Context: an optimization exercise on an open-source flow, tuned for small area. The choices shown serve that exercise and are no tape-out recipe. In this exercise RTL edits were held to simulation tests only and were not proved equivalent to the original. Power figures rest on the tool's default switching activity, not on a simulated workload.

==> design.v <==
module jbeat_crc (
  input  wire        clk,
  input  wire        rst,
  input  wire        req_valid,
  input  wire        req_write,
  input  wire [3:0]  req_addr,
  input  wire [31:0] req_wdata,
  output reg         rsp_valid,
  output wire [31:0] rsp_rdata,
  input  wire [31:0] len_src,
  input  wire [31:0] len_tgt,
  input  wire [31:0] len_pat,
  output reg         mem_en,
  output reg         mem_we,
  output reg  [1:0]  mem_sel,
  output wire [29:0] mem_addr,
  output reg  [3:0]  mem_wstrb,
  output wire [31:0] mem_wdata,
  input  wire [31:0] mem_rdata
);
  localparam [31:0] POLY = 32'hEDB88320;
  localparam [3:0] C_MIS_SRC = 4'd1, C_SIZE = 4'd4, C_TRUNC = 4'd5,
                   C_ILLEGAL = 4'd6, C_NOTREADY = 4'd7;
  localparam [3:0] T_TCHK = 4'd1, T_CCHK = 4'd2, T_RUN = 4'd3, T_COPY = 4'd4,
                   T_LD = 4'd5, T_CHK = 4'd6, T_GATH = 4'd7, T_ALN = 4'd8,
                   T_WR1 = 4'd9, T_WR2 = 4'd10, T_RD = 4'd11, T_SZW = 4'd12;
  localparam [2:0] S_IDLE = 3'd0, S_WAIT = 3'd1, S_STEP = 3'd2,
                   S_BYTE1 = 3'd3, S_BYTE2 = 3'd4;
  function [31:0] crc4(input [31:0] c, input [3:0] d);
    integer k;
    reg [31:0] x;
    begin
      x = c;
      for (k = 0; k < 4; k = k + 1)
        x = (x[0] ^ d[k]) ? ((x >> 1) ^ POLY) : (x >> 1);
      crc4 = x;
    end
  endfunction
  reg [31:0] sz0, sz1, sz2;      
  reg [31:0] sm0, sm1, sm2;      
  reg [31:0] ex0, ex1, ex2;      
  reg [31:0] w;                  
  reg [31:0] r;                  
  reg [31:0] acc;                
  reg        acc_v;
  reg [2:0]  sum_v, exp_v, size_v;
  reg        ok, fault;
  reg [3:0]  cause;
  wire [15:0] status = {cause, fault, ok, size_v, exp_v, sum_v, acc_v};
  reg [2:0]  ph;
  reg [2:0]  st;
  reg [2:0]  sc;                 
  reg        fin;                
  reg [2:0]  cnt;                
  reg        b3;                 
  reg        mrd;                
  reg [1:0]  lo;                 
  reg        cw, cn;             
  reg        gt_q, lt_q, eq_q, ps_q;
  reg [1:0]  nlo;
  reg [2:0]  mm_q;
  assign rsp_rdata = r;
  assign mem_wdata = r;
  assign mem_addr  = w[31:2];
  reg [3:0] ty_q;
  reg [1:0] sb, md;
  wire [3:0] ty = (st == S_STEP) ? ty_q : 4'd0;
  wire [3:0] ra = {md, sb};
  reg [3:0] nty;                 
  reg [1:0] nsb;
  always @(*) begin
    nty = 4'd0;
    nsb = sb;
    case (ty_q)
      T_TCHK:
        if (sb == 2'd3)  begin nty = T_CCHK; nsb = 2'd0; end
        else if (md[0])  nty = T_GATH;
        else             nty = T_LD;
      T_LD:   if (md[1]) begin nty = T_CCHK; nsb = 2'd0; end
      T_CCHK: nty = T_RUN;
      T_RUN:  nty = T_COPY;
      T_COPY:
        if (md == 2'b10) begin                  
          if (sb == 2'd2) nty = T_CHK;
          else begin nty = T_CCHK; nsb = sb + 2'd1; end
        end else if (md == 2'b11) begin         
          case (sb)
            2'd0:    begin nty = T_CCHK; nsb = 2'd1; end
            2'd1:    begin nty = T_TCHK; nsb = 2'd0; end
            default: begin nty = T_TCHK; nsb = 2'd2; end
          endcase
        end
      T_GATH: nty = T_ALN;
      T_ALN:  nty = T_WR1;
      T_WR1:  nty = T_WR2;
      T_WR2:
        if (md == 2'b11) begin                  
          case (sb)
            2'd0:    begin nty = T_TCHK; nsb = 2'd1; end
            2'd1:    begin nty = T_CCHK; nsb = 2'd2; end
            default: ;
          endcase
        end
      default: ;
    endcase
  end
  wire is_tchk = (ty == T_TCHK);
  wire is_cchk = (ty == T_CCHK);
  wire is_run  = (ty == T_RUN);
  wire is_copy = (ty == T_COPY);
  wire is_ld   = (ty == T_LD);
  wire is_chk  = (ty == T_CHK);
  wire is_gath = (ty == T_GATH);
  wire is_aln  = (ty == T_ALN);
  wire is_wr1  = (ty == T_WR1);
  wire is_wr2  = (ty == T_WR2);
  wire is_rd   = (ty == T_RD);
  wire is_szw  = (ty == T_SZW);
  wire ph0 = (ph == 3'd0);
  wire ph7 = (ph == 3'd7);
  wire [1:0] nb = is_tchk ? 2'd2 : sb;        
  reg [3:0] sz_nib;
  reg [31:0] lenb;
  always @(*) begin
    case (nb)
      2'd0: begin sz_nib = sz0[3:0]; lenb = len_src; end
      2'd1: begin sz_nib = sz1[3:0]; lenb = len_tgt; end
      default: begin sz_nib = sz2[3:0]; lenb = len_pat; end
    endcase
  end
  wire [3:0] len_nib = lenb[4*ph +: 4];
  wire       kn4   = (nb == 2'd2) && (is_cchk || is_run);
  wire [3:0] kn    = kn4 ? (ph0 ? 4'hB : 4'hF) : 4'h0;
  wire       cn_i  = ph0 ? kn4 : cn;
  wire [4:0] nsum  = {1'b0, sz_nib} + {1'b0, kn} + {4'd0, cn_i};
  wire [3:0] n_nib = nsum[3:0];
  wire       w_inc = is_run || is_ld || is_wr1;
  wire [3:0] wa    = is_tchk ? sz2[3:0] : w[3:0];
  wire [3:0] wk    = is_tchk ? (ph0 ? {sb, 2'b11} : 4'hF)
                             : ((w_inc && ph0) ? 4'h4 : 4'h0);
  wire       cw_i  = ph0 ? is_tchk : cw;
  wire [4:0] wsum  = {1'b0, wa} + {1'b0, wk} + {4'd0, cw_i};
  wire [3:0] w_in  = is_cchk ? 4'h0 : (is_tchk || w_inc) ? wsum[3:0] : w[3:0];
  wire gt_i   = ph0 ? 1'b0 : gt_q;
  wire gt_now = (n_nib > len_nib) || ((n_nib == len_nib) && gt_i);
  wire [3:0] ca = ph0 ? {w_in[3:2], 2'b00} : w_in;
  wire [3:0] cbn = ph0 ? {n_nib[3:2], 2'b00} : n_nib;
  wire lt_i   = ph0 ? 1'b0 : lt_q;
  wire eq_i   = ph0 ? 1'b1 : eq_q;
  wire lt_now = (ca < cbn) || ((ca == cbn) && lt_i);
  wire eq_now = eq_i && (ca == cbn);
  wire ps_now = ph0 ? (sz2[3:0] < 4'd12) : (ps_q && (sz2[3:0] == 4'd0));
  wire [2:0] mm_i   = ph0 ? 3'd0 : mm_q;
  wire [2:0] mm_now = mm_i | {(sm2[3:0] != ex2[3:0]),
                              (sm1[3:0] != ex1[3:0]),
                              (sm0[3:0] != ex0[3:0])};
  wire [3:0] gsel = is_gath ? 4'd6 + {2'd0, sb} : ra;
  reg  [3:0] gsrc;
  always @(*) begin
    case (gsel)
      4'd1:  gsrc = ph[2] ? 4'd0 : status[4*ph[1:0] +: 4];
      4'd2:  gsrc = sz0[3:0];
      4'd3:  gsrc = sz1[3:0];
      4'd4:  gsrc = sz2[3:0];
      4'd5:  gsrc = acc[3:0];
      4'd6:  gsrc = sm0[3:0];
      4'd7:  gsrc = sm1[3:0];
      4'd8:  gsrc = sm2[3:0];
      4'd9:  gsrc = ex0[3:0];
      4'd10: gsrc = ex1[3:0];
      4'd11: gsrc = ex2[3:0];
      default: gsrc = 4'd0;
    endcase
  end
  wire run_full = lt_q;
  wire run_part = eq_q && (nlo != 2'd0);
  wire [2:0] ld_m = (lo == 2'd0) ? 3'd3 : 3'd4;
  reg crc_run_en;
  always @(*) begin
    case (ph)
      3'd2, 3'd3: crc_run_en = (cnt > 3'd0);
      3'd4, 3'd5: crc_run_en = (cnt > 3'd1);
      3'd6, 3'd7: crc_run_en = (cnt > 3'd2);
      default:    crc_run_en = b3;
    endcase
  end
  wire [2:0] ld_m3 = (ph >= 3'd2) ? sc : sc - 3'd1;
  wire       ld_cy = ({1'b0, ph} >= (4'd8 - {1'b0, lo, 1'b0}));
  wire [2:0] ld_k  = ld_m3 - {2'd0, ld_cy};
  wire       ld_w  = is_ld && (ld_k <= 3'd2);
  wire [1:0] tsel  = is_ld ? lo + 2'd1 : 2'd0;
  wire [3:0] rtap  = r[8*tsel +: 4];
  wire [15:0] cw16  = req_wdata[15:0];
  wire [3:0]  c_op  = cw16[15:12];
  wire [1:0]  c_z   = cw16[11:10];
  wire [1:0]  c_b   = cw16[9:8];
  wire [7:0]  c_imm = cw16[7:0];
  reg c_legal;
  always @(*) begin
    case (c_op)
      4'h2:                         c_legal = (c_z == 2'd0) && (c_b == 2'd0);
      4'h3, 4'h4, 4'h8:             c_legal = (c_z == 2'd0) && (c_b != 2'd3) && (c_imm == 8'd0);
      4'h1, 4'h5, 4'h6, 4'h7, 4'h9, 4'hF:
                                    c_legal = (cw16[11:0] == 12'd0);
      default:                      c_legal = 1'b0;
    endcase
  end
  reg c_nr;                          
  always @(*) begin
    case (c_op)
      4'h2, 4'h3: c_nr = !acc_v;
      4'h4:       c_nr = !size_v[c_b];
      4'h5:       c_nr = !size_v[2];
      4'h6:       c_nr = !((&sum_v) && (&exp_v));
      4'h7, 4'h9: c_nr = !(&size_v);
      4'h8:       c_nr = !size_v[2] || !sum_v[c_b];
      default:    c_nr = 1'b0;
    endcase
  end
  wire acc_req  = (st == S_IDLE) && req_valid;
  wire faulted_w = fault && !(req_addr == 4'd0 && cw16 == 16'hF000);
  wire run_rd = is_run && ph0 && (run_full || run_part);
  wire ld_rd  = is_ld && ph0 && (sc < ld_m);
  wire wr1    = is_wr1 && ph0;
  wire wr2    = is_wr2 && ph0 && (lo != 2'd0);
  always @(*) begin
    mem_en    = run_rd || ld_rd || wr1 || wr2;
    mem_we    = wr1 || wr2;
    mem_sel   = is_run ? sb : 2'd2;
    mem_wstrb = wr1 ? (4'hF << lo) : wr2 ? ~(4'hF << lo) : 4'd0;
  end
  wire tchk_fail = ps_now || gt_now;
  wire cchk_fail = (sb == 2'd2 && !nsum[4]) || gt_now;
  wire chk_fail  = |mm_now;
  wire step_end  = (st == S_STEP) && ph7 &&
                   (is_run ? fin : is_ld ? (sc == ld_m) : 1'b1);
  wire step_fail = (is_tchk && tchk_fail) || (is_cchk && cchk_fail) ||
                   (is_chk && chk_fail);
  wire acc_set  = (acc_req && req_write && !faulted_w && req_addr == 4'd0 &&
                   c_legal && c_op == 4'h1) ||
                  (step_end && is_cchk && !cchk_fail);
  wire acc_step = (st == S_BYTE1) || (st == S_BYTE2) || crc_run_en;
  wire acc_rot  = is_copy || (is_rd && ra == 4'd5);
  wire r_ldw   = acc_req && req_write;
  wire r_hold  = (st == S_IDLE) || (st == S_WAIT) ||
                 (is_aln && (ph < {lo, 1'b0})) ||
                 is_tchk || is_cchk || is_copy || is_chk;
  wire r_gath  = is_gath || is_rd;
  always @(posedge clk) begin
    sz0 <= {(is_szw && sb == 2'd0) ? r[3:0] : sz0[3:0], sz0[31:4]};
    sz1 <= {(is_szw && sb == 2'd1) ? r[3:0] : sz1[3:0], sz1[31:4]};
    sz2 <= {(is_szw && sb == 2'd2) ? r[3:0] : sz2[3:0], sz2[31:4]};
    sm0 <= {(is_copy && sb == 2'd0) ? ~acc[3:0] : sm0[3:0], sm0[31:4]};
    sm1 <= {(is_copy && sb == 2'd1) ? ~acc[3:0] : sm1[3:0], sm1[31:4]};
    sm2 <= {(is_copy && sb == 2'd2) ? ~acc[3:0] : sm2[3:0], sm2[31:4]};
    ex0 <= {(ld_w && ld_k == 3'd0) ? rtap : ex0[3:0], ex0[31:4]};
    ex1 <= {(ld_w && ld_k == 3'd1) ? rtap : ex1[3:0], ex1[31:4]};
    ex2 <= {(ld_w && ld_k == 3'd2) ? rtap : ex2[3:0], ex2[31:4]};
    w   <= {w_in, w[31:4]};
    cw   <= wsum[4];
    cn   <= nsum[4];
    gt_q <= gt_now;
    lt_q <= lt_now;
    eq_q <= eq_now;
    ps_q <= ps_now;
    mm_q <= mm_now;
    if (ph0) nlo <= n_nib[1:0];
    if (is_tchk && ph0) lo <= sz2[1:0];
    if (r_ldw)       r <= req_wdata;
    else if (mrd)    r <= mem_rdata;
    else if (!r_hold) r <= {r_gath ? gsrc : r[3:0], r[31:4]};
    if (acc_set)       acc <= 32'hFFFFFFFF;
    else if (acc_step) acc <= crc4(acc, r[3:0]);
    else if (acc_rot)  acc <= {acc[3:0], acc[31:4]};
  end
  always @(posedge clk) begin
    rsp_valid <= 1'b0;
    if (rst) begin
      ph     <= 3'd0;
      st     <= S_IDLE;
      acc_v  <= 1'b0;
      sum_v  <= 3'd0;
      exp_v  <= 3'd0;
      size_v <= 3'd0;
      ok     <= 1'b0;
      fault  <= 1'b0;
      cause  <= 4'd0;
      cnt    <= 3'd0;
      b3     <= 1'b0;
      mrd    <= 1'b0;
    end else begin
      ph  <= ph + 3'd1;
      mrd <= mem_en && !mem_we;
      if (ph7) b3 <= (cnt == 3'd4);
      case (st)
        S_IDLE: if (req_valid) begin
          sc <= 3'd0;
          if (!req_write) begin
            ty_q <= T_RD; {md, sb} <= req_addr; st <= S_WAIT;
          end else if (faulted_w) begin
            rsp_valid <= 1'b1;
          end else if (req_addr >= 4'd2 && req_addr <= 4'd4) begin
            ty_q <= T_SZW; sb <= req_addr[1:0] - 2'd2; st <= S_WAIT;
          end else if (req_addr != 4'd0) begin
            rsp_valid <= 1'b1;
          end else if (!c_legal) begin
            fault <= 1'b1; cause <= C_ILLEGAL; ok <= 1'b0;
            rsp_valid <= 1'b1;
          end else if (c_nr) begin
            fault <= 1'b1; cause <= C_NOTREADY; ok <= 1'b0;
            rsp_valid <= 1'b1;
          end else begin
            sb <= c_b;
            md <= 2'b00;
            case (c_op)
              4'h1: begin acc_v <= 1'b1; rsp_valid <= 1'b1; end
              4'h2: st <= S_BYTE1;
              4'h3: begin ty_q <= T_COPY; st <= S_WAIT; end
              4'h4: begin ty_q <= T_CCHK; st <= S_WAIT; end
              4'h5: begin ty_q <= T_TCHK; sb <= 2'd0; st <= S_WAIT; end
              4'h6: begin ty_q <= T_CHK;  st <= S_WAIT; end
              4'h7: begin ty_q <= T_TCHK; sb <= 2'd0; md <= 2'b10; st <= S_WAIT; end
              4'h8: begin ty_q <= T_TCHK; md <= 2'b01; st <= S_WAIT; end
              4'h9: begin ty_q <= T_TCHK; sb <= 2'd3; md <= 2'b11; st <= S_WAIT; end
              default: begin                    
                acc_v <= 1'b0; sum_v <= 3'd0; exp_v <= 3'd0; size_v <= 3'd0;
                ok <= 1'b0; fault <= 1'b0; cause <= 4'd0;
                rsp_valid <= 1'b1;
              end
            endcase
          end
        end
        S_BYTE1: st <= S_BYTE2;
        S_BYTE2: begin st <= S_IDLE; rsp_valid <= 1'b1; end
        S_WAIT: if (ph7) st <= S_STEP;
        S_STEP: begin
          if (is_run && ph0) begin
            fin <= !(run_full || run_part);
            cnt <= run_full ? 3'd4 : run_part ? {1'b0, nlo} : 3'd0;
          end
          if (ph7) sc <= sc + 3'd1;
          if (step_end) begin
            sc <= 3'd0;
            if (step_fail) begin
              fault <= 1'b1; ok <= 1'b0;
              cause <= is_chk ? (mm_now[0] ? C_MIS_SRC :
                                 mm_now[1] ? C_MIS_SRC + 4'd1 : C_MIS_SRC + 4'd2) :
                       (is_cchk && sb != 2'd2) ? C_SIZE : C_TRUNC;
              rsp_valid <= 1'b1;
              st <= S_IDLE;
            end else begin
              if (is_copy) begin
                sum_v[sb] <= 1'b1; acc_v <= 1'b1; ok <= 1'b0;
              end
              if (is_ld) begin
                exp_v <= 3'b111; ok <= 1'b0;
              end
              if (is_chk) ok <= 1'b1;
              if (is_wr2) begin
                exp_v <= 3'd0; ok <= 1'b0;
                if (sb != 2'd2) sum_v[2] <= 1'b0;
              end
              if (is_szw) begin
                size_v[sb] <= 1'b1; sum_v[sb] <= 1'b0; ok <= 1'b0;
                if (sb == 2'd2) exp_v <= 3'd0;
              end
              ty_q <= nty;
              sb   <= nsb;
              if (nty == 4'd0) begin
                rsp_valid <= 1'b1;
                st <= S_IDLE;
              end
            end
          end
        end
        default: st <= S_IDLE;
      endcase
    end
  end
endmodule
==> flow/run.sh <==
#!/bin/bash
# The standard layout (standard.sh) with three changes that do not touch what
# is built or measured:
#  - synthesis maps the logic with an area-oriented ABC script (abc_area.script
#    here, in a copy of the ORFS scripts folder; the registers are mapped
#    before ABC runs, so they are the standard synthesis's);
#  - every input and output port is buffered with sky130_fd_sc_hd__buf_1;
#  - CTS inserts no dummy loads.
# Each tool's output goes to the ORFS logs under orfs/logs; make's own output
# goes to standard_flow.log here.
set -euo pipefail
here=$(pwd)
rm -rf "$here/scripts"
cp -r "$FLOW_HOME/scripts" "$here/scripts"
cp "$here/flow/abc_area.script" "$here/scripts/abc_area.script"
bash standard.sh finish \
  "SCRIPTS_DIR=$here/scripts" \
  'BUFFER_PORTS_ARGS=-buffer_cell sky130_fd_sc_hd__buf_1' \
  'CTS_ARGS=-sink_clustering_enable -repair_clock_nets -sink_clustering_size 30 -sink_clustering_max_diameter 80 -dont_use_dummy_load' \
  > standard_flow.log 2>&1
==> flow/abc_area.script <==
strash
dch
amap
==> standard.sh <==
#!/bin/bash
# synth_recipe.tcl (not shown) runs the flow's synth.tcl, then flattens the netlist and writes it again
# the make line also repeats each setting of config.mk as NAME=value (left out here)
make -C /OpenROAD-flow-scripts/flow DESIGN_CONFIG=/design/flow/config.mk WORK_HOME=/design/flow/orfs CLKGATE_MAP_FILE= SYNTH_SCRIPT=/design/flow/synth_recipe.tcl "${@:-finish}"
==> config.mk <==
export PLATFORM = sky130hd
export DESIGN_NAME = jbeat_crc
export DESIGN_NICKNAME = jbeat_crc
export VERILOG_FILES = /design/flow/design.v
export SDC_FILE = /design/flow/constraint.sdc
export NUM_CORES = 4
export LEC_CHECK = 0
export ABC_AREA = 1
export CAP_MARGIN = 20
export CORE_MARGIN = 2
export CORE_UTILIZATION = 40
export CTS_CLUSTER_DIAMETER = 80
export CTS_CLUSTER_SIZE = 30
export PLACE_DENSITY = 0.6
export SLEW_MARGIN = 20
==> constraint.sdc <==
create_clock -name core_clock -period 7.0 [get_ports {clk}]
set_input_delay 1.4000 -clock core_clock [delete_from_list [all_inputs] [get_ports {clk}]]
set_output_delay 1.4000 -clock core_clock [all_outputs]
set_load 0.01 [all_outputs]
==> flow_metrics.tcl, run 1 <==
set metrics [dict create \
    clock_path_buffers 3 \
    die_x_um 201.3 \
    ys_top_cells_by_area "dfxtp_1 50%, edfxtp_1 9.3%, o22ai_1 5.3%" \
    syn_area_per_cell_sq_um 9.884 \
    place_congestion 0.9539 \
    grt_antenna_before_repair 0 \
    status "finished clean" \
    rsz0062_at_grt "no" \
    grtUsageTotal 0.2110 \
    cts_buffers 22 \
    ys_seq_area_frac 0.5915 \
    max-vdd-ir-drop_mv 0.1896 \
    die_height_um 201.3 \
    firstDrtPassIters 6 \
    cts_tree "yes" \
    ys_async_sr_fraction 0 \
    switching_power_mw 2.235 \
    r2r_cells 23 \
    die_area_sq_um 40510 \
    max_slew_margin 0.4506 \
    hold_viol 0 \
    synth_top_flop_cell "dfxtp_1" \
    pwr-share-seq 0.515 \
    cts.sinks 436 \
    synth_top_area_cell "dfxtp_1" \
    synth-seq-cells 436 \
    rrSetupSlack_ns 0.73 \
    final_core_util 0.4538 \
    num-nets-final 2033 \
    finalCritPeriodShare 0.8963 \
    slowest_delay_ns 0.78 \
    period_minus_slack_ns 6.274 \
    routed_wl_um 44220 \
    setup_viol 0 \
    diodes 0 \
    grt-ovfl-total 0 \
    hold_path.class "register to register" \
    syn_area_sq_um 15570 \
    pwr_density_cell_nw_per_um2 366.3 \
    p_leak_nw 6.303 \
    endpoint_kind "register" \
    clock_skew_ns 0.05618 \
    rr_endpoint "sum_v[1]$_SDFFE_PP0P_" \
    tns_ns 0 \
    tightest_slew_ns 0.8135 \
    swShare 0.3488 \
    core_area_sq_um 38560 \
    crit_arrival_ns 6.69 \
    yosys_warnings 1 \
    maxCapViolCount 0 \
    ios 271 \
    path_cells "clkinv_1 > nor2_1 > clkinv_1 > nor2_1 > clkinv_1 > nand2_1 > o211ai_1 > clkinv_1 > o22ai_1 > fa_1 > fa_1 > clkinv_1 > ha_1 > nand4_1 > a21oi_1 > a31oi_1 > o21bai_1 > nand2_1 > o221ai_1 > or4b_1 > o21ai_1 > clkinv_1 > o211a_1" \
    initial_core_util 0.4038 \
    pwr-share-comb 0.282 \
    grt_pass1_vias 11909 \
    fin_cells 2341 \
    path_class "register to register" \
    grt_start_max_net_pins 56 \
    antenna_left 0 \
    clock_power_share 0.204 \
    syn_inst 1575 \
    detail_route.wl_per_cell_um 18.89 \
    htreeDepth 1 \
    crit_fanout 11 \
    cp_slowest_cell "or4b_1" \
    vias 12624 \
    fmax_mhz 159.4 \
    cts.clk_slew.worst_paths_ns 0.10 \
    critical_path.most_common_cell "clkinv_1" \
    post_cts_buffers 0 \
    synth.distinct_cells 50 \
    rr_startpoint "st[1]$_SDFFE_PP0P_" \
    p_int_mw 4.174 \
    cts_resized 0 \
    synth_top_area_share 0.4990 \
    worst_hold_slack_ns 0.2926 \
    cts-root-buf "clkbuf_16" \
    synthesis.nets 1783 \
    drive_above_1_share 0.02578 \
    synth-edff-count 48 \
    clk_latency_ns 0.56 \
    min_to "sz2[26]$_DFF_P_" \
    slew_viol_final 0 \
    viasPerCell 5.393 \
    num_rows 72 \
    drc_errors 0 \
    startpoint_type "register" \
    finalPower_mw 6.409 \
    port_buffers 270 \
    dp_hpwl_um 34010 \
    grt_pass1_wl_um 66880 \
    drt_iter0_drc 1135 \
    crit_required_ns 7.42 \
    hold_start "sz2[30]$_DFF_P_" \
    holdPathStages 0 \
    dpl.cell_count 2319 \
    ctsHoldBuffers 0 \
    area_delta_synth_final_pct 12.40 \
]
power groups by stage:
| stage | sequential, mW | combinational (mW) | clock (mW) |
|---|---|---|---|
| floorplan | 3.28 | 1.34 | 0 |
| global placement | 3.34 | 1.77 | 0 |
| detailed placement | 3.35 | 1.79 | 0 |
| CTS | 3.30 | 1.79 | 1.35 |
| global route | 3.35 | 1.99 | 1.43 |
| finish | 3.30 | 1.81 | 1.30 |
cell usage in the layout, fill, tap and decap left out, types with 18 or more instances in the layout:
cell type	netlist	final
dfxtp_1	388	388
buf_1	0	270
nor2_1	219	217
clkinv_1	169	169
o22ai_1	132	132
o21ai_0	92	91
nand2_1	85	85
a21oi_1	79	79
edfxtp_1	48	48
ha_1	38	38
nor3_1	37	37
o221ai_1	24	24
clkbuf_16	0	22
nor4_1	21	20
buf_4	63	19
a221o_1	18	18
how the worst max path moves through the flow:
stage | start | to | slack, ns | cells past startpoint
after global routing | st[1]$_SDFFE_PP0P_ | sum_v[1]$_SDFFE_PP0P_ | 0.18 | 23
after detailed placement | st[0]$_SDFFE_PP0P_ | sum_v[1]$_SDFFE_PP0P_ | 0.65 | 23
after global placement | st[0]$_SDFFE_PP0P_ | sum_v[0]$_SDFFE_PP0P_ | 0.86 | 24
final | st[1]$_SDFFE_PP0P_ | sum_v[1]$_SDFFE_PP0P_ | 0.73 | 23
after floorplan | st[0]$_SDFFE_PP0P_ | sum_v[0]$_SDFFE_PP0P_ | 0.08 | 25
after CTS | st[0]$_SDFFE_PP0P_ | sum_v[1]$_SDFFE_PP0P_ | 0.63 | 23
cells in the mapped netlist (7+ instances only):
library cell  number
o221ai_1          24
o22ai_1          132
a221oi_1          14
a22oi_1            7
buf_4             63
nor4_1            21
nor2_1           219
nand2_1           85
o21ai_0           92
edfxtp_1          48
ha_1              38
nand3_1           14
clkinv_1         169
or3_1             13
o21a_1            11
a31oi_1            9
o22a_1            11
nor3_1            37
a211oi_1           7
a221o_1           18
o21bai_1           7
dfxtp_1          388
a21oi_1           79
nand4_1           13
critical path: cells and delay by family, from the launching register on:
family,cells,cell delay [ns]
AND/OR/NAND/NOR,6,1.76
AO/OA/AOI/OAI,8,1.58
adder cells (fa/ha/maj),3,1.24
buffers and inverters,6,1.17
flip-flops,1,0.43
area by class of cell:
type                    instances  area [sq um]
clock buffers                  22         550.5
well taps                     518         648.1
multi-input cells             907          5300
fillers                      3782         21060
repair buffers                289          1156
inverters                     169         634.4
flip-flops and latches        436          9209
kinds of logic (layout without fill, tap and decap cells):
| family | after synthesis | in the layout | synth area share |
|---|---|---|---|
| AOI/OAI and AO/OA | 451 | 451 | 0.1891 |
| xor gates and xnor gates | 1 | 1 | 0.0005627 |
| adders and majority gates | 40 | 40 | 0.03311 |
| buffers and inverters | 232 | 480 | 0.07113 |
| DFF | 436 | 436 | 0.5915 |
| and+or+nand+nor | 415 | 415 | 0.1145 |
layer usage:
| metal | vias to the layer above | wire, um | global-route usage |
|---|---|---|---|
| met5 | - | 0 | 0 |
| met4 | 0 | 1481 | 0.06775 |
| met2 | 529 | 20340 | 0.3505 |
| met3 | 88 | 2960 | 0.03077 |
| li1 | 6081 | - | - |
| met1 | 5926 | 19450 | 0.2838 |
flip-flops by register name, indices dropped and copies added (netlist names), 4 cells and up:
signal	cells
ex2	32
ty_q	4
sm2	32
sm1	32
sm0	32
sz1	32
acc	32
w	32
sz0	32
ex1	32
sz2	32
ex0	32
r	32
metrics by stage:
| stage | instance area (sq um) | setup slack [ns] |
|---|---|---|
| 6_report | 17500 | 0.7257 |
| 5_1_grt | 17500 | 0.1758 |
| 4_1_cts | 17500 | 0.6344 |
| 3_5_place_dp | 16950 | 0.6451 |
| 3_3_place_gp | 16950 | 0.8596 |
| 2_1_floorplan | 15580 | 0.08195 |
==> run 2, diff against run 1 <==
--- a/config.mk
+++ b/config.mk
@@ -8,3 +8,3 @@
 export ABC_AREA = 1
-export CAP_MARGIN = 20
+export CAP_MARGIN = 0
 export CORE_MARGIN = 2
@@ -14,2 +14,2 @@
 export PLACE_DENSITY = 0.6
-export SLEW_MARGIN = 20
+export SLEW_MARGIN = 0
==> flow_metrics.tcl, run 2 <==
set metrics [dict create \
    synthesis.nets 1783 \
    layout_commonest_cell "dfxtp_1" \
    die_height_um 201.3 \
    endpoint_kind "register" \
    hold_path.class "register to register" \
    synth.distinct_cells 50 \
    place_congestion 0.9539 \
    final_core_util 0.4538 \
    status "finished clean" \
    synth_top_area_cell "dfxtp_1" \
    max-vdd-ir-drop_mv 0.1896 \
    ys_top_cells_by_area "dfxtp_1 50%, edfxtp_1 9.3%, o22ai_1 5.3%" \
    post-place-ws_ns 0.6451 \
    startpoint "st[1]$_SDFFE_PP0P_" \
    num_rows 72 \
    path_buf_inv 6 \
    startpoint_type "register" \
    ys_async_sr_fraction 0 \
    synth_top_area_share 0.4990 \
    rr_startpoint "st[1]$_SDFFE_PP0P_" \
    hold_viol 0 \
    grt_pass1_vias 11909 \
    p_leak_nw 6.303 \
    drive_above_1_share 0.02578 \
    synth-edff-count 48 \
    grt_start_max_net_pins 56 \
    drt_iter0_drc 1135 \
    initial_core_util 0.4038 \
    dpl-instance-area_sq_um 16950 \
    syn_inst 1575 \
    layout_common_cells "388 x dfxtp_1, 270 x buf_1, 217 x nor2_1" \
    yosys_warnings 1 \
    setup_viol 0 \
    die_x_um 201.3 \
    tns_ns 0 \
    vias 12624 \
    grt_antenna_before_repair 0 \
    viasPerCell 5.393 \
    fin_ws_ns 0.7257 \
    finalCritPeriodShare 0.8963 \
    grt_pass1_wl_um 66880 \
    crit_arrival_ns 6.69 \
    fin_cells 2341 \
    path_cells "clkinv_1 > nor2_1 > clkinv_1 > nor2_1 > clkinv_1 > nand2_1 > o211ai_1 > clkinv_1 > o22ai_1 > fa_1 > fa_1 > clkinv_1 > ha_1 > nand4_1 > a21oi_1 > a31oi_1 > o21bai_1 > nand2_1 > o221ai_1 > or4b_1 > o21ai_1 > clkinv_1 > o211a_1" \
    cp_slowest_cell "or4b_1" \
    synth-seq-cells 436 \
    drc_errors 0 \
    synthMostInstantiatedCell "dfxtp_1" \
    routed_wl_um 44220 \
    cts_tree "yes" \
    hold_start "sz2[30]$_DFF_P_" \
    ios 271 \
    path_class "register to register" \
    grtUsageTotal 0.2110 \
    critical_path.most_common_cell "clkinv_1" \
    clock_skew_ns 0.05618 \
    htreeDepth 1 \
    antenna_left 0 \
    crit_fanout 11 \
    finalPower_mw 6.409 \
    cts.clk_slew.worst_paths_ns 0.10 \
    cts.sinks 436 \
    fmax_mhz 159.4 \
    clock_path_buffers 3 \
    num-nets-final 2033 \
    syn_area_sq_um 15570 \
    core_area_sq_um 38560 \
    worst_hold_slack_ns 0.2926 \
    port_buffers 270 \
    grt-ovfl-total 0 \
    period_minus_slack_ns 6.274 \
    crit_required_ns 7.42 \
    cts_buffers 22 \
    detail_route.wl_per_cell_um 18.89 \
    ctsHoldBuffers 0 \
    clk_latency_ns 0.56 \
    slowest_delay_ns 0.78 \
    area_delta_synth_final_pct 12.40 \
    dp_hpwl_um 34010 \
    rrSetupSlack_ns 0.73 \
    ys_seq_area_frac 0.5915 \
    synth_top_flop_cell "dfxtp_1" \
    dpl.cell_count 2319 \
    slew_viol_final 0 \
    fin_area_sq_um 17500 \
    synth_top_cells_by_count "388 x dfxtp_1, 219 x nor2_1, 169 x clkinv_1" \
    firstDrtPassIters 6 \
    max_slew_margin 0.4506 \
    tightest_slew_ns 0.8135 \
    cts-root-buf "clkbuf_16" \
    diodes 0 \
    critPathTopFamily "simple AND/OR/NAND/NOR gates" \
    pwr_density_cell_nw_per_um2 366.3 \
    rsz0062_at_grt "no" \
    maxCapViolCount 0 \
    syn_area_per_cell_sq_um 9.884 \
    die_area_sq_um 40510 \
]
## run 2: final timing paths
path / depth (start not counted) / end
worst max-delay path: 23 / sum_v[1]$_SDFFE_PP0P_
worst min-delay path: 0 / sz2[26]$_DFF_P_
worst max register to register: 23 / sum_v[1]$_SDFFE_PP0P_
worst min register to register: 0 / sz2[26]$_DFF_P_
## run 2: area by class of cell
type	count	area, sq um
sequential	436	9209
tap	518	648.1
clock buffer	22	550.5
multi-input combinational	907	5300
fill	3782	21060
inverter	169	634.4
timing repair buffer	289	1156
## run 2: cells by family (layout without fill, tap and decap cells)
group / count (synthesis) / after routing / share of synthesized area
compound gates: 451 / 451 / 0.1891
xor+xnor: 1 / 1 / 0.0005627
fa+ha+maj: 40 / 40 / 0.03311
buf+inv: 232 / 480 / 0.07113
flops: 436 / 436 / 0.5915
simple gates: 415 / 415 / 0.1145
## run 2: power breakdown
| group | switching [mW] | internal (mW) |
|---|---|---|
| clock network | 0.742 | 0.563 |
| logic | 1.16 | 0.643 |
| registers | 0.331 | 2.97 |
## run 2: per-layer routing
metal	wire length, um	global-route usage	vias up
li1	-	-	6081
met1	19450	0.2838	5926
met2	20340	0.3505	529
met3	2960	0.03077	88
met4	1481	0.06775	0
met5	0	0	-
## run 2: what timing repair did
action / 4_1_cts / 5_1_grt
endpoints found under the setup margin: 0 / 2
buffers inserted: 0 / 0
resized for setup: 0 / 1
## run 2: worst register-to-register path: stages, from the launching register on
cell,delay (ns)
dfxtp_1,0.43
clkinv_1,0.20
nor2_1,0.21
clkinv_1,0.11
nor2_1,0.40
clkinv_1,0.41
nand2_1,0.20
o211ai_1,0.25
clkinv_1,0.16
o22ai_1,0.11
fa_1,0.41
fa_1,0.50
clkinv_1,0.13
ha_1,0.33
nand4_1,0.09
a21oi_1,0.12
a31oi_1,0.08
o21bai_1,0.19
nand2_1,0.08
o221ai_1,0.30
or4b_1,0.78
o21ai_1,0.39
clkinv_1,0.16
o211a_1,0.15
==> run 3, diff against run 2 <==
--- a/flow/run.sh
+++ b/flow/run.sh
@@ -18,3 +18,3 @@
   'BUFFER_PORTS_ARGS=-buffer_cell sky130_fd_sc_hd__buf_1' \
-  'CTS_ARGS=-sink_clustering_enable -repair_clock_nets -sink_clustering_size 30 -sink_clustering_max_diameter 80 -dont_use_dummy_load' \
+  'CTS_ARGS=-sink_clustering_enable -repair_clock_nets -sink_clustering_size 40 -sink_clustering_max_diameter 70 -dont_use_dummy_load' \
   > standard_flow.log 2>&1
--- a/config.mk
+++ b/config.mk
@@ -8,3 +8,3 @@
 export ABC_AREA = 1
-export CAP_MARGIN = 0
+export CAP_MARGIN = 20
 export CORE_MARGIN = 2
@@ -14,2 +14,2 @@
 export PLACE_DENSITY = 0.6
-export SLEW_MARGIN = 0
+export SLEW_MARGIN = 20
==> flow_metrics.tcl, run 3 <==
set metrics [dict create \
    endpoint_kind "register" \
    grt_pass1_wl_um 66830 \
    fin_cells 2341 \
    p_int_mw 4.173 \
    synth.distinct_cells 50 \
    finalCritPeriodShare 0.9022 \
    crit_arrival_ns 6.73 \
    crit_required_ns 7.42 \
    diodes 0 \
    htreeDepth 1 \
    fin_area_sq_um 17500 \
    cts.sinks 436 \
    cts-root-buf "clkbuf_16" \
    cts_tree "yes" \
    path_class "register to register" \
    area_delta_synth_final_pct 12.40 \
    status "finished clean" \
    switching_power_mw 2.231 \
    clock_skew_ns 0.07197 \
    dpl-instance-area_sq_um 16950 \
    startpoint_type "register" \
    synthesis.nets 1783 \
    max_slew_margin 0.4613 \
    synth_top_cells_by_count "388 x dfxtp_1, 219 x nor2_1, 169 x clkinv_1" \
    ios 271 \
    synth_top_flop_cell "dfxtp_1" \
    post_cts_buffers 0 \
    cts.clk_slew.worst_paths_ns 0.13 \
    num-nets-final 2033 \
    dpl.cell_count 2319 \
    syn_area_per_cell_sq_um 9.884 \
    pwr_density_cell_nw_per_um2 366.0 \
    ys_seq_area_frac 0.5915 \
    crit_fanout 11 \
    layout_common_cells "388 x dfxtp_1, 270 x buf_1, 217 x nor2_1" \
    hold_path.class "register to register" \
    die_area_sq_um 40510 \
    place_congestion 0.9539 \
    drt_iter0_drc 1225 \
    post-place-ws_ns 0.6451 \
    layout_commonest_cell "dfxtp_1" \
    tns_ns 0 \
    ys_async_sr_fraction 0 \
    clk_latency_ns 0.58 \
    synth_top_area_cell "dfxtp_1" \
    worst_hold_slack_ns 0.2672 \
    period_minus_slack_ns 6.316 \
    pwr-share-comb 0.282 \
    drive_above_1_share 0.02578 \
    core_area_sq_um 38560 \
    swShare 0.3483 \
    r2r_cells 23 \
    final_core_util 0.4538 \
    syn_inst 1575 \
    num_rows 72 \
    die_height_um 201.3 \
    yosys_warnings 1 \
    dp_hpwl_um 34010 \
    firstDrtPassIters 5 \
    cts_buffers 22 \
    grt_antenna_before_repair 0 \
    synth-seq-cells 436 \
    holdPathStages 0 \
    die_x_um 201.3 \
    detail_route.wl_per_cell_um 18.84 \
    syn_area_sq_um 15570 \
    drc_errors 0 \
    pwr-share-seq 0.515 \
    routed_wl_um 44110 \
    fin_ws_ns 0.6843 \
    maxCapViolCount 0 \
    p_leak_nw 6.303 \
    setup_viol 0 \
    grt-ovfl-total 0 \
    grt_start_max_net_pins 56 \
    max-vdd-ir-drop_mv 0.1898 \
    slew_viol_final 0 \
    fmax_mhz 158.3 \
    finalPower_mw 6.404 \
    hold_viol 0 \
    clock_power_share 0.203 \
    rsz0062_at_grt "no" \
    grtUsageTotal 0.2107 \
    antenna_left 0 \
    initial_core_util 0.4038 \
    clock_path_buffers 3 \
    port_buffers 270 \
    grt_pass1_vias 11903 \
    vias 12653 \
    synth-edff-count 48 \
    synth_top_area_share 0.4990 \
    synthMostInstantiatedCell "dfxtp_1" \
    ys_top_cells_by_area "dfxtp_1 50%, edfxtp_1 9.3%, o22ai_1 5.3%" \
    viasPerCell 5.405 \
    tightest_slew_ns 0.7977 \
]
-- run 3: cell counts after synthesis --
No cell type changed its count.
-- run 3: cells by family (layout without fill, tap and decap cells) --
family,count (synthesis),after routing,synth area share
compound gates,451,451,0.1891
buf+inv,232,480,0.07113
simple gates,415,415,0.1145
fa+ha+maj,40,40,0.03311
flops,436,436,0.5915
xor+xnor,1,1,0.0005627
-- run 3: path summary, 6_finish.rpt --
kind	startpoint	to	slack (ns)
max	st[1]$_SDFFE_PP0P_	sum_v[1]$_SDFFE_PP0P_	0.68
min	ex2[7]$_DFF_P_	ex2[3]$_DFF_P_	0.27
max reg2reg	st[1]$_SDFFE_PP0P_	sum_v[1]$_SDFFE_PP0P_	0.68
min reg2reg	ex2[7]$_DFF_P_	ex2[3]$_DFF_P_	0.27
-- run 3: final cells by class --
type | count | area, sq um
sequential | 436 | 9209
timing repair buffer | 289 | 1156
fill | 3773 | 21060
clock buffer | 22 | 550.5
inverter | 169 | 634.4
tap | 518 | 648.1
multi-input combinational | 907 | 5300
-- run 3: timing repair --
action                                  CTS  global route
hold buffers                              0             0
gates resized for setup                   0             1
endpoints found under the setup margin    0             2
-- run 3: metal layers --
layer  GRT usage  share of wire  wire (um)
met1      0.2824           0.43      19160
met2      0.3500           0.46      20330
met3     0.02980          0.074       3282
met5           0              0          0
met4     0.07169          0.030       1338
-- run 3: power groups by stage --
stage | Sequential (mW) | Combinational [mW] | Clock, mW
after floorplan | 3.28 | 1.34 | 0
after global routing | 3.35 | 1.99 | 1.42
after global placement | 3.34 | 1.77 | 0
final | 3.30 | 1.81 | 1.30
after CTS | 3.30 | 1.79 | 1.34
after detailed placement | 3.35 | 1.79 | 0
-- run 3: critical path: stages (launching register included) --
cell and delay, ns:
dfxtp_1 0.42, clkinv_1 0.20, nor2_1 0.21, clkinv_1 0.11, nor2_1 0.41, clkinv_1 0.42
nand2_1 0.21, o211ai_1 0.25, clkinv_1 0.16, o22ai_1 0.11, fa_1 0.42, fa_1 0.50
clkinv_1 0.13, ha_1 0.33, nand4_1 0.09, a21oi_1 0.12, a31oi_1 0.08, o21bai_1 0.19
nand2_1 0.08, o221ai_1 0.29, or4b_1 0.79, o21ai_1 0.39, clkinv_1 0.16, o211a_1 0.15
==> run 4, diff against run 3 <==
--- a/design.v
+++ b/design.v
@@ -52,3 +52,2 @@
   reg [2:0]  sc;                 
-  reg        fin;                
   reg [2:0]  cnt;                
@@ -186,5 +185,4 @@
   end
-  wire [2:0] ld_m3 = (ph >= 3'd2) ? sc : sc - 3'd1;
   wire       ld_cy = ({1'b0, ph} >= (4'd8 - {1'b0, lo, 1'b0}));
-  wire [2:0] ld_k  = ld_m3 - {2'd0, ld_cy};
+  wire [2:0] ld_k  = sc - 3'd1 - {2'd0, ld_cy};
   wire       ld_w  = is_ld && (ld_k <= 3'd2);
@@ -235,3 +233,3 @@
   wire step_end  = (st == S_STEP) && ph7 &&
-                   (is_run ? fin : is_ld ? (sc == ld_m) : 1'b1);
+                   (is_run ? (cnt == 3'd0) : is_ld ? (sc == ld_m + 3'd1) : 1'b1);
   wire step_fail = (is_tchk && tchk_fail) || (is_cchk && cchk_fail) ||
@@ -337,6 +335,5 @@
           if (is_run && ph0) begin
-            fin <= !(run_full || run_part);
             cnt <= run_full ? 3'd4 : run_part ? {1'b0, nlo} : 3'd0;
           end
-          if (ph7) sc <= sc + 3'd1;
+          if (is_ld && ph == 3'd1) sc <= sc + 3'd1;
           if (step_end) begin
--- a/flow/run.sh
+++ b/flow/run.sh
@@ -18,3 +18,3 @@
   'BUFFER_PORTS_ARGS=-buffer_cell sky130_fd_sc_hd__buf_1' \
-  'CTS_ARGS=-sink_clustering_enable -repair_clock_nets -sink_clustering_size 40 -sink_clustering_max_diameter 70 -dont_use_dummy_load' \
+  'CTS_ARGS=-sink_clustering_enable -repair_clock_nets -sink_clustering_size 30 -sink_clustering_max_diameter 80 -dont_use_dummy_load' \
   > standard_flow.log 2>&1
==> flow_metrics.tcl, run 4 <==
set metrics [dict create \
    num_rows 71 \
    detail_route.wl_per_cell_um 18.27 \
    syn_area_sq_um 15410 \
    synth_top_area_cell "dfxtp_1" \
    layout_commonest_cell "dfxtp_1" \
    finalCritPeriodShare 0.9065 \
    drive_above_1_share 0.02656 \
    tightest_slew_ns 0.9104 \
    dpl.cell_count 2298 \
    ys_seq_area_frac 0.5956 \
    yosys_warnings 1 \
    grt_start_max_net_pins 57 \
    period_minus_slack_ns 6.345 \
    pwr-share-seq 0.519 \
    cts_buffers 20 \
    clk_latency_ns 0.54 \
    diodes 0 \
    antenna_left 0 \
    grt_pass1_wl_um 64870 \
    rsz0062_at_grt "no" \
    cts-root-buf "clkbuf_16" \
    hold_viol 0 \
    synth.distinct_cells 49 \
    syn_area_per_cell_sq_um 9.903 \
    synthesis.nets 1763 \
    synth_top_flop_cell "dfxtp_1" \
    slew_viol_final 0 \
    clock_path_buffers 3 \
    port_buffers 270 \
    synth-edff-count 47 \
    htreeDepth 1 \
    tns_ns 0 \
    swShare 0.3503 \
    rr_endpoint "sb[1]$_DFFE_PP_" \
    synthMostInstantiatedCell "dfxtp_1" \
    cts_resized 0 \
    p_leak_nw 6.258 \
    startpoint_type "register" \
    nFillCells 3754 \
    holdPathStages 0 \
    die_area_sq_um 40110 \
    area_delta_synth_final_pct 12.23 \
    crit_required_ns 7.16 \
    synth_top_area_share 0.5041 \
    synth-seq-cells 435 \
    ys_async_sr_fraction 0 \
    routed_wl_um 42350 \
    seq_area_sq_um 9179 \
    ctsHoldBuffers 0 \
    place_congestion 0.9667 \
    worst_hold_slack_ns 0.3090 \
    crit_arrival_ns 6.51 \
    viasPerCell 5.284 \
    fin_cells 2318 \
    fmax_mhz 157.6 \
    initial_core_util 0.4072 \
    p_int_mw 4.196 \
    synth_top_cells_by_count "388 x dfxtp_1, 231 x nor2_1, 173 x clkinv_1" \
    grt_antenna_before_repair 0 \
    path_class "register to register" \
    grt_pass1_vias 11336 \
    core_area_sq_um 37840 \
    pwr-share-comb 0.291 \
    cts.sinks 435 \
    ios 271 \
    drt_iter0_drc 1073 \
    setup_viol 0 \
    finalPower_mw 6.458 \
    pwr_density_cell_nw_per_um2 373.4 \
    endpoint_kind "register" \
    crit_fanout 24 \
    cts.clk_slew.worst_paths_ns 0.10 \
    switching_power_mw 2.263 \
    max-vdd-ir-drop_mv 0.1535 \
    die_x_um 200.3 \
    min_to "w[24]$_DFF_P_" \
    clock_power_share 0.190 \
    r2r_cells 27 \
    vias 12248 \
    rr_startpoint "ty_q[3]$_DFFE_PP_" \
    drc_errors 0 \
    layout_common_cells "388 x dfxtp_1, 270 x buf_1, 229 x nor2_1" \
    status "finished clean" \
    rrSetupSlack_ns 0.65 \
    max_slew_margin 0.3774 \
    hold_start "w[28]$_DFF_P_" \
    die_height_um 200.3 \
    maxCapViolCount 0 \
    dp_hpwl_um 32640 \
    grtUsageTotal 0.2031 \
    multi_input_area_sq_um 5132 \
    ys_top_cells_by_area "dfxtp_1 50%, edfxtp_1 9.2%, o22ai_1 5.9%" \
    num-nets-final 2016 \
    hold_path.class "register to register" \
    post_cts_buffers 0 \
    cts_tree "yes" \
    firstDrtPassIters 5 \
    clock_skew_ns 0.04404 \
    grt-ovfl-total 0 \
    syn_inst 1556 \
]
-- run 4: final cells by class --
class / count / area share
clock buffer: 20 / 0.02894
inverter: 173 / 0.03755
multi-input combinational: 885 / 0.2968
sequential: 435 / 0.5307
tap: 511 / 0.03697
timing repair buffer: 294 / 0.06902
-- run 4: metrics by stage --
step / worst slack [ns] / area (sq um) / util
5_1_grt: 0.1225 / 17290 / 0.4570
3_5_place_dp: 0.7679 / 16790 / 0.4438
2_1_floorplan: 0.02220 / 15410 / -
3_3_place_gp: 0.9764 / 16790 / 0.4438
4_1_cts: 0.7610 / 17290 / 0.4570
6_report: 0.6546 / 17290 / 0.4570
-- run 4: metal layers --
layer | up-vias | wire length (um) | track usage
met5 | - | 0 | 0
met4 | 0 | 807 | 0.04418
met3 | 55 | 2438 | 0.02148
met2 | 395 | 19060 | 0.3201
met1 | 5786 | 20040 | 0.3009
li1 | 6012 | - | -
-- run 4: critical path, cell delays in order (launching register included) --
cell and delay, ns:
edfxtp_1 0.37, clkinv_1 0.13, nand2_1 0.10, nor3_1 0.06
clkinv_1 0.08, nor2_1 0.04, buf_4 0.16, nor2_2 0.11
clkinv_1 0.18, nor2_1 0.32, clkinv_1 0.70, o22ai_1 0.40
nor3_1 0.08, o31ai_1 0.34, o22a_1 0.23, ha_1 0.24
nor2b_1 0.14, o211ai_1 0.15, a21oi_1 0.08, a31oi_1 0.22
clkinv_1 0.12, nor2_1 0.11, nor2_1 0.05, a21oi_1 0.14
o31ai_1 0.15, or2_0 0.29, or3_1 0.42, a2111oi_0 0.57
-- run 4: power groups by stage --
stage	registers, mW	logic (mW)	clock network, mW
floorplan	3.33	1.39	0
global placement	3.40	1.85	0
detailed placement	3.41	1.86	0
CTS	3.35	1.87	1.27
global route	3.40	2.07	1.36
finish	3.35	1.88	1.23
-- run 4: worst max path at each step --
stage                            end          startpoint  cells after the start  slack, ns
6_report             sb[1]$_DFFE_PP_   ty_q[3]$_DFFE_PP_                     27       0.65
5_1_grt        sum_v[2]$_SDFFE_PP0P_   ty_q[3]$_DFFE_PP_                     30       0.12
4_1_cts              sb[1]$_DFFE_PP_  st[0]$_SDFFE_PP0P_                     27       0.76
3_5_place_dp         sb[1]$_DFFE_PP_  st[0]$_SDFFE_PP0P_                     27       0.77
3_3_place_gp         sb[0]$_DFFE_PP_  st[0]$_SDFFE_PP0P_                     27       0.98
2_1_floorplan        sb[0]$_DFFE_PP_  st[0]$_SDFFE_PP0P_                     26       0.02
-- run 4: kinds of logic (layout without fill, tap and decap cells) --
family	Yosys count	after routing	synth area share
buffers and inverters	236	487	0.07283
AOI/OAI and AO/OA	437	437	0.1859
DFF	435	435	0.5956
adders and majority gates	39	39	0.03264
and+or+nand+nor	409	409	0.1129
==> run 5, diff against run 4 <==
--- a/flow/run.sh
+++ b/flow/run.sh
@@ -18,3 +18,3 @@
   'BUFFER_PORTS_ARGS=-buffer_cell sky130_fd_sc_hd__buf_1' \
-  'CTS_ARGS=-sink_clustering_enable -repair_clock_nets -sink_clustering_size 30 -sink_clustering_max_diameter 80 -dont_use_dummy_load' \
+  'CTS_ARGS=-sink_clustering_enable -repair_clock_nets -buf_list sky130_fd_sc_hd__clkbuf_8 -sink_clustering_size 20 -sink_clustering_max_diameter 60 -dont_use_dummy_load' \
   > standard_flow.log 2>&1
==> flow_metrics.tcl, run 5 <==
set metrics [dict create \
    diodes 0 \
    synth.distinct_cells 49 \
    maxCapViolCount 0 \
    synth-edff-count 47 \
    grt_antenna_before_repair 0 \
    num-nets-final 2027 \
    routed_wl_um 42650 \
    rsz0062_at_grt "no" \
    area_delta_synth_final_pct 11.75 \
    place_congestion 0.9667 \
    antenna_left 0 \
    die_height_um 200.3 \
    layout_common_cells "388 x dfxtp_1, 270 x buf_1, 229 x nor2_1" \
    crit_arrival_ns 6.57 \
    fin_area_sq_um 17220 \
    drive_above_1_share 0.03245 \
    ys_seq_area_frac 0.5956 \
    met1_length_um 19970 \
    pwr_density_cell_nw_per_um2 368.4 \
    hold_path.class "register to register" \
    drt_iter0_drc 1195 \
    holdPathStages 0 \
    crit_required_ns 7.17 \
    setup_viol 0 \
    critical_path.most_common_cell "clkinv_1" \
    synthesis.nets 1763 \
    cts.sinks 435 \
    r2r_cells 27 \
    cts.clk_slew.worst_paths_ns 0.11 \
    dp_hpwl_um 32640 \
    core_area_sq_um 37840 \
    p_leak_nw 6.234 \
    grt-ovfl-total 0 \
    viasPerCell 5.289 \
    path_buf_inv 6 \
    max-vdd-ir-drop_mv 0.1513 \
    max_slew_margin 0.3888 \
    port_buffers 270 \
    finalCritPeriodShare 0.9143 \
    synthMostInstantiatedCell "dfxtp_1" \
    synth-seq-cells 435 \
    top_layer "met4" \
    post_cts_buffers 0 \
    cts-root-buf "clkbuf_8" \
    slowest_delay_ns 0.70 \
    syn_inst 1556 \
    cp_slowest_cell "clkinv_1" \
    ys_top_cells_by_area "dfxtp_1 50%, edfxtp_1 9.2%, o22ai_1 5.9%" \
    initial_core_util 0.4072 \
    clock_path_buffers 3 \
    firstDrtPassIters 5 \
    num_rows 71 \
    cts_resized 0 \
    clock_skew_ns 0.1117 \
    path_class "register to register" \
    clk_latency_ns 0.64 \
    wl_met3_um 2785 \
    cts_buffers 31 \
    tightest_slew_ns 0.8936 \
    drc_errors 0 \
    grtUsageTotal 0.2051 \
    htreeDepth 1 \
    period_minus_slack_ns 6.400 \
    cp_num_cells 27 \
    wl_met2_um 18990 \
    ios 271 \
    layout_commonest_cell "dfxtp_1" \
    synth_top_area_share 0.5041 \
    critPathTopFamily "compound AO/OA/AOI/OAI gates" \
    synth_top_flop_cell "dfxtp_1" \
    vias 12319 \
    ys_async_sr_fraction 0 \
    status "finished clean" \
    synth_top_cells_by_count "388 x dfxtp_1, 231 x nor2_1, 173 x clkinv_1" \
    endpoint_kind "register" \
    detail_route.wl_per_cell_um 18.31 \
    tns_ns 0 \
    grt_start_max_net_pins 57 \
    die_area_sq_um 40110 \
    slew_viol_final 0 \
    crit_fanout 24 \
    syn_area_per_cell_sq_um 9.903 \
    fmax_mhz 156.2 \
    ctsHoldBuffers 0 \
    grt_pass1_wl_um 65450 \
    hold_viol 0 \
    synth_top_area_cell "dfxtp_1" \
    syn_area_sq_um 15410 \
    yosys_warnings 1 \
    dpl-instance-area_sq_um 16790 \
    die_x_um 200.3 \
    grt_pass1_vias 11459 \
    startpoint_type "register" \
    cts_tree "yes" \
]
## run 5: cell counts after synthesis
Identical to the previous run, type by type.
## run 5: cell families (layout without fill, tap and decap cells)
logic type               Yosys count  in the layout  synth area share
AO/OA/AOI/OAI                    437            437            0.1859
adder cells (fa/ha/maj)           39             39           0.03264
buffers and inverters            236            498           0.07283
AND/OR/NAND/NOR                  409            409            0.1129
flip-flops                       435            435            0.5956
## run 5: where the power goes
| part | internal, mW | switching (mW) |
|---|---|---|
| combinational | 0.671 | 1.21 |
| sequential | 3.01 | 0.339 |
| clock | 0.395 | 0.721 |
## run 5: worst reg2reg max path: stages, from the launching register on
cell       delay [ns]
edfxtp_1         0.37
clkinv_1         0.13
nand2_1          0.10
nor3_1           0.06
clkinv_1         0.08
nor2_1           0.04
buf_4            0.17
nor2_2           0.11
clkinv_1         0.18
nor2_1           0.34
clkinv_1         0.70
o22ai_1          0.41
nor3_1           0.08
o31ai_1          0.32
o22a_1           0.23
ha_1             0.24
nor2b_1          0.14
o211ai_1         0.15
a21oi_1          0.08
a31oi_1          0.22
clkinv_1         0.12
nor2_1           0.11
nor2_1           0.05
a21oi_1          0.14
o31ai_1          0.16
or2_0            0.29
or3_1            0.42
a2111oi_0        0.58
## run 5: per-layer routing
layer  up-vias  track usage
met5         -            0
met4         0      0.04894
met3        75      0.02506
met2       448       0.3209
met1      5769       0.3020
li1       6027            -
## run 5: cell type report
type,instances,area [sq um]
Tap cell,511,639.4
Timing Repair Buffer,294,1194
Fill cell,3775,20620
Sequential cell,435,9179
Multi-Input combinational cell,885,5132
Inverter,173,649.4
Clock buffer,31,426.7
## run 5: stage by stage
stage,utilization,setup slack (ns),cells,hold slack (ns),power (mW)
3_3_place_gp,0.4438,0.9764,2298,0.3097,5.246
6_report,0.4550,0.5997,2329,0.2789,6.345
2_1_floorplan,-,0.02220,1556,0.3096,4.723
4_1_cts,0.4550,0.7153,2329,0.2973,6.386
3_5_place_dp,0.4438,0.7679,2298,0.3121,5.271
5_1_grt,0.4550,0.05895,2329,0.2872,6.730
## run 5: path summary, 6_finish.rpt
check / from / to / slack, ns
worst max-delay path: ty_q[3]$_DFFE_PP_ / sb[1]$_DFFE_PP_ / 0.60
worst min-delay path: sz0[27]$_DFF_P_ / sz0[23]$_DFF_P_ / 0.28
worst max register to register: ty_q[3]$_DFFE_PP_ / sb[1]$_DFFE_PP_ / 0.60
worst min register to register: sz0[27]$_DFF_P_ / sz0[23]$_DFF_P_ / 0.28
==> run 6, diff against run 5 <==
==> flow/run.sh (replaced) <==
#!/bin/bash
# The standard layout (standard.sh) with three changes that do not touch what
# is built or measured:
#  - synthesis maps the logic with an area-oriented ABC script (abc_area.script
#    here, put into a copy of the ORFS scripts folder; the registers are mapped
#    before ABC runs, so they are the standard synthesis's, with their names);
#  - every input and output port is buffered with sky130_fd_sc_hd__buf_1;
#  - CTS builds the tree from sky130_fd_sc_hd__clkbuf_8 with smaller sink
#    clusters and inserts no dummy loads.
# Each tool's output goes to its own log under orfs/logs; make's output goes
# to standard_flow.log here.
set -euo pipefail
here=$(pwd)
rm -rf "$here/scripts"
cp -r "$FLOW_HOME/scripts" "$here/scripts"
cp "$here/flow/abc_area.script" "$here/scripts/abc_area.script"
bash standard.sh finish \
  "SCRIPTS_DIR=$here/scripts" \
  'BUFFER_PORTS_ARGS=-buffer_cell sky130_fd_sc_hd__buf_1' \
  'CTS_ARGS=-sink_clustering_enable -repair_clock_nets -buf_list sky130_fd_sc_hd__clkbuf_8 -sink_clustering_size 16 -sink_clustering_max_diameter 50 -dont_use_dummy_load' \
  > standard_flow.log 2>&1
==> flow_metrics.tcl, run 6 <==
set metrics [dict create \
    clock_path_buffers 3 \
    htreeDepth 2 \
    startpoint_type "register" \
    max-vdd-ir-drop_mv 0.1533 \
    crit_fanout 24 \
    drc_errors 0 \
    ios 271 \
    path_class "register to register" \
    finalPower_mw 6.509 \
    crit_required_ns 7.17 \
    synth_top_area_cell "dfxtp_1" \
    fmax_mhz 157.8 \
    grt_start_max_net_pins 57 \
    hold_viol 0 \
    layout_common_cells "388 x dfxtp_1, 270 x buf_1, 229 x nor2_1" \
    pwr_density_cell_nw_per_um2 374.7 \
    viasPerCell 5.297 \
    crit_arrival_ns 6.50 \
    tightest_slew_ns 0.9052 \
    synth_top_cells_by_count "388 x dfxtp_1, 231 x nor2_1, 173 x clkinv_1" \
    core_area_sq_um 37840 \
    num_rows 71 \
    synthesis.nets 1763 \
    status "finished clean" \
    ys_top_cells_by_area "dfxtp_1 50%, edfxtp_1 9.2%, o22ai_1 5.9%" \
    cts_buffers 42 \
    synth_top_area_share 0.5041 \
    syn_area_sq_um 15410 \
    grtUsageTotal 0.2064 \
    ctsHoldBuffers 0 \
    die_area_sq_um 40110 \
    antenna_left 0 \
    vias 12396 \
    syn_area_per_cell_sq_um 9.903 \
    port_buffers 270 \
    place_congestion 0.9667 \
    grt-ovfl-total 0 \
    initial_core_util 0.4072 \
    maxCapViolCount 0 \
    detail_route.wl_per_cell_um 18.30 \
    layout_commonest_cell "dfxtp_1" \
    setup_viol 0 \
    synthMostInstantiatedCell "dfxtp_1" \
    dp_hpwl_um 32640 \
    grt_pass1_vias 11535 \
    drive_above_1_share 0.03827 \
    diodes 0 \
    cts-root-buf "clkbuf_8" \
    r2r_cells 26 \
    num-nets-final 2038 \
    grt_antenna_before_repair 0 \
    rsz0062_at_grt "no" \
    die_x_um 200.3 \
    clk_latency_ns 0.57 \
    cts_resized 0 \
    synth-edff-count 47 \
    firstDrtPassIters 5 \
    yosys_warnings 1 \
    ys_async_sr_fraction 0 \
    slew_viol_final 0 \
    post_cts_buffers 0 \
    synth-seq-cells 435 \
    period_minus_slack_ns 6.336 \
    drt_iter0_drc 1106 \
    hold_path.class "register to register" \
    cts_tree "yes" \
    holdPathStages 0 \
    endpoint_kind "register" \
    area_delta_synth_final_pct 12.73 \
    ys_seq_area_frac 0.5956 \
    routed_wl_um 42830 \
    synth_top_flop_cell "dfxtp_1" \
    nFillCells 3773 \
    syn_inst 1556 \
    grt_pass1_wl_um 65370 \
    cts.clk_slew.worst_paths_ns 0.09 \
    synth.distinct_cells 49 \
    die_height_um 200.3 \
    cts.sinks 435 \
    finalCritPeriodShare 0.9052 \
    tns_ns 0 \
    clock_skew_ns 0.06419 \
    p_leak_nw 6.314 \
    max_slew_margin 0.3809 \
]
==> run 6: cell counts after synthesis <==
No cell type changed its count.
==> run 6: layer usage <==
metal,vias to the layer above,track usage,part of all wire
li1,6055,-,-
met2,389,0.3216,0.45
met4,0,0.05529,0.021
met1,5878,0.3002,0.47
met5,-,0,0
met3,74,0.02896,0.055
==> run 6: area by class of cell <==
class	count	area [sq um]	area share
Multi-Input combinational cell	885	5132	0.2954
Sequential cell	435	9179	0.5284
Inverter	173	649.4	0.03738
Clock buffer	42	578.1	0.03328
Tap cell	511	639.4	0.03680
Timing Repair Buffer	294	1194	0.06871
==> run 6: worst max-delay path: stages (launching register included) <==
cell and delay, ns:
edfxtp_1 0.44, clkinv_1 0.13, nor3_1 0.08, clkinv_1 0.08, nor2_1 0.04, buf_4 0.16, nor2_2 0.11, clkinv_1 0.17
nor2_1 0.33, clkinv_1 0.71, o22ai_1 0.41, nor3_1 0.08, o31ai_1 0.31, o22a_1 0.23, ha_1 0.24, nor2b_1 0.14
o211ai_1 0.15, a21oi_1 0.08, a31oi_1 0.22, clkinv_1 0.12, nor2_1 0.11, nor2_1 0.05, a21oi_1 0.14, o31ai_1 0.15
or2_0 0.28, or3_1 0.41, a2111oi_0 0.56
==> run 6: logic make-up after synthesis <==
logic type      Yosys count  synth area share
compound gates          437            0.1859
flops                   435            0.5956
simple gates            409            0.1129
buf+inv                 236           0.07283
fa+ha+maj                39           0.03264
==> run 6: stage by stage <==
step,utilization,worst slack [ns],hold slack [ns],area [sq um],std cells
6_report,0.4590,0.6639,0.2917,17370,2340
2_1_floorplan,-,0.02220,0.3096,15410,1556
3_5_place_dp,0.4438,0.7679,0.3121,16790,2298
5_1_grt,0.4590,0.08728,0.2757,17370,2340
3_3_place_gp,0.4438,0.9764,0.3097,16790,2298
4_1_cts,0.4590,0.7320,0.2748,17370,2340
==> run 6: path summary, 6_finish.rpt <==
kind                     startpoint              end  slack [ns]
setup / recovery  ty_q[0]$_DFFE_PP_  sb[0]$_DFFE_PP_        0.66
hold / removal        w[28]$_DFF_P_    w[24]$_DFF_P_        0.29
setup reg to reg  ty_q[0]$_DFFE_PP_  sb[0]$_DFFE_PP_        0.66
hold reg to reg       w[28]$_DFF_P_    w[24]$_DFF_P_        0.29
==> run 6: report_power, final <==
part           total [mW]  switching [mW]  internal, mW
logic                1.88            1.21         0.671
registers            3.35           0.341          3.01
clock network        1.28           0.744         0.534
total                6.51            2.29          4.22
==> run 7, diff against run 6 <==
--- a/flow/run.sh
+++ b/flow/run.sh
@@ -7,3 +7,3 @@
 #  - every input and output port is buffered with sky130_fd_sc_hd__buf_1;
-#  - CTS builds the tree from sky130_fd_sc_hd__clkbuf_8 with smaller sink
+#  - CTS builds the tree from sky130_fd_sc_hd__clkbuf_4 with small sink
 #    clusters and inserts no dummy loads.
@@ -19,3 +19,3 @@
   'BUFFER_PORTS_ARGS=-buffer_cell sky130_fd_sc_hd__buf_1' \
-  'CTS_ARGS=-sink_clustering_enable -repair_clock_nets -buf_list sky130_fd_sc_hd__clkbuf_8 -sink_clustering_size 16 -sink_clustering_max_diameter 50 -dont_use_dummy_load' \
+  'CTS_ARGS=-sink_clustering_enable -repair_clock_nets -buf_list sky130_fd_sc_hd__clkbuf_4 -sink_clustering_size 10 -sink_clustering_max_diameter 40 -dont_use_dummy_load' \
   > standard_flow.log 2>&1
==> flow_metrics.tcl, run 7 <==
set metrics [dict create \
    clock_skew_ns 0.1035 \
    synthAdderAreaFrac 0.03264 \
    hold_path.class "register to register" \
    ios 271 \
    grt_pass1_vias 11711 \
    dp_hpwl_um 32640 \
    ctsHoldBuffers 0 \
    setup_viol 0 \
    p_leak_nw 6.288 \
    grt_pass1_wl_um 66050 \
    synth.mux.area_fraction 0 \
    finalCritPeriodShare 0.9062 \
    grt_start_max_net_pins 57 \
    cts-root-buf "clkbuf_4" \
    rsz0062_at_grt "no" \
    drt_iter0_drc 1078 \
    synth_top_area_cell "dfxtp_1" \
    multi_input_area_sq_um 5132 \
    crit_arrival_ns 6.67 \
    grtUsageTotal 0.2091 \
    hold_viol 0 \
    pwr_density_cell_nw_per_um2 369.0 \
    critical_path.most_common_cell "clkinv_1" \
    ys_seq_area_frac 0.5956 \
    clock_path_buffers 3 \
    routed_wl_um 43070 \
    period_minus_slack_ns 6.343 \
    endpoint_kind "register" \
    num_rows 71 \
    antenna_left 0 \
    synth_compound_area_frac 0.1859 \
    seq_area_sq_um 9179 \
    cts_resized 0 \
    cts.clk_slew.worst_paths_ns 0.10 \
    syn_inst 1556 \
    port_buffers 270 \
    die_height_um 200.3 \
    ys_async_sr_fraction 0 \
    syn_area_sq_um 15410 \
    fin_ws_ns 0.6568 \
    detail_route.wl_per_cell_um 18.26 \
    viasPerCell 5.297 \
    cp_slowest_cell "clkinv_1" \
    num-nets-final 2056 \
    die_x_um 200.3 \
    core_area_sq_um 37840 \
    syn_area_per_cell_sq_um 9.903 \
    slowest_delay_ns 0.68 \
    status "finished clean" \
    fmax_mhz 157.6 \
    synthesis.nets 1763 \
    startpoint_type "register" \
    tightest_slew_ns 0.9170 \
    nFillCells 3792 \
    grt_antenna_before_repair 1 \
    area_delta_synth_final_pct 11.92 \
    yosys_warnings 1 \
    synth_top_family_by_area "compound AO/OA/AOI/OAI gates" \
    tns_ns 0 \
    synth_top_cells_by_count "388 x dfxtp_1, 231 x nor2_1, 173 x clkinv_1" \
    slew_viol_final 0 \
    drc_errors 0 \
    layout_commonest_cell "dfxtp_1" \
    drive_above_1_share 0.04764 \
    vias 12495 \
    max_slew_margin 0.3849 \
    path_class "register to register" \
    cts.sinks 435 \
    die_area_sq_um 40110 \
    post-place-ws_ns 0.7679 \
    cts_buffers 60 \
]
-- run 7: cell families after synthesis --
family / count (synthesis)
buffers and inverters: 236
and+or+nand+nor: 409
AOI/OAI and AO/OA: 437
adders and majority gates: 39
DFF: 435
-- run 7: worst max-delay path, delay by kind of cell (launching register included) --
kind / cells / cell delay, ns
AO/OA/AOI/OAI: 9 / 2.27
adder cells (fa/ha/maj): 1 / 0.24
buffers and inverters: 6 / 1.34
flip-flops: 1 / 0.38
AND/OR/NAND/NOR: 11 / 1.70
-- run 7: stage by stage --
stage / instance area [sq um] / total power, mW / cells / utilization / hold slack [ns]
after CTS: 17240 / 6.423 / 2358 / 0.4557 / 0.2803
after detailed placement: 16790 / 5.271 / 2298 / 0.4438 / 0.3121
after floorplan: 15410 / 4.723 / 1556 / - / 0.3096
after global routing: 17250 / 6.775 / 2359 / 0.4557 / 0.2719
after global placement: 16790 / 5.246 / 2298 / 0.4438 / 0.3097
final: 17250 / 6.364 / 2359 / 0.4557 / 0.2814
-- run 7: routing by layer --
layer / up-vias / share of wire / global-route usage
li1: 6115 / - / -
met5: - / 0 / 0
met1: 5855 / 0.46 / 0.2982
met4: 0 / 0.023 / 0.06825
met2: 441 / 0.45 / 0.3247
met3: 84 / 0.064 / 0.03287
-- run 7: final cells by class --
cell class,instances,area share
sequential,435,0.5322
inverter,173,0.03765
timing repair buffer,294,0.06921
tap,511,0.03707
clock buffer,60,0.02612
antenna,1,0.0001451
multi-input combinational,885,0.2976
-- run 7: power by group --
part	switching (mW)	internal [mW]	leakage (nW)
sequential	0.341	3.01	3.61
clock	0.744	0.390	0.276
combinational	1.21	0.671	2.40
total	2.29	4.07	6.29
-- run 7: path summary, 6_finish.rpt --
kind / slack, ns / end / cells after the start / from
max: 0.66 / sb[1]$_DFFE_PP_ / 27 / ty_q[3]$_DFFE_PP_
min: 0.28 / sm0[11]$_DFF_P_ / 0 / sm0[15]$_DFF_P_
max reg2reg: 0.66 / sb[1]$_DFFE_PP_ / 27 / ty_q[3]$_DFFE_PP_
min reg2reg: 0.28 / sm0[11]$_DFF_P_ / 0 / sm0[15]$_DFF_P_

Check on run 7: ideal ports give 0.657 ns setup slack; a clkbuf_16 on the clock port and buf_2 on the inputs give 0.657 ns; moving port delays by the midpoint clock arrival (0.776 ns) as well gives 0.657 ns.
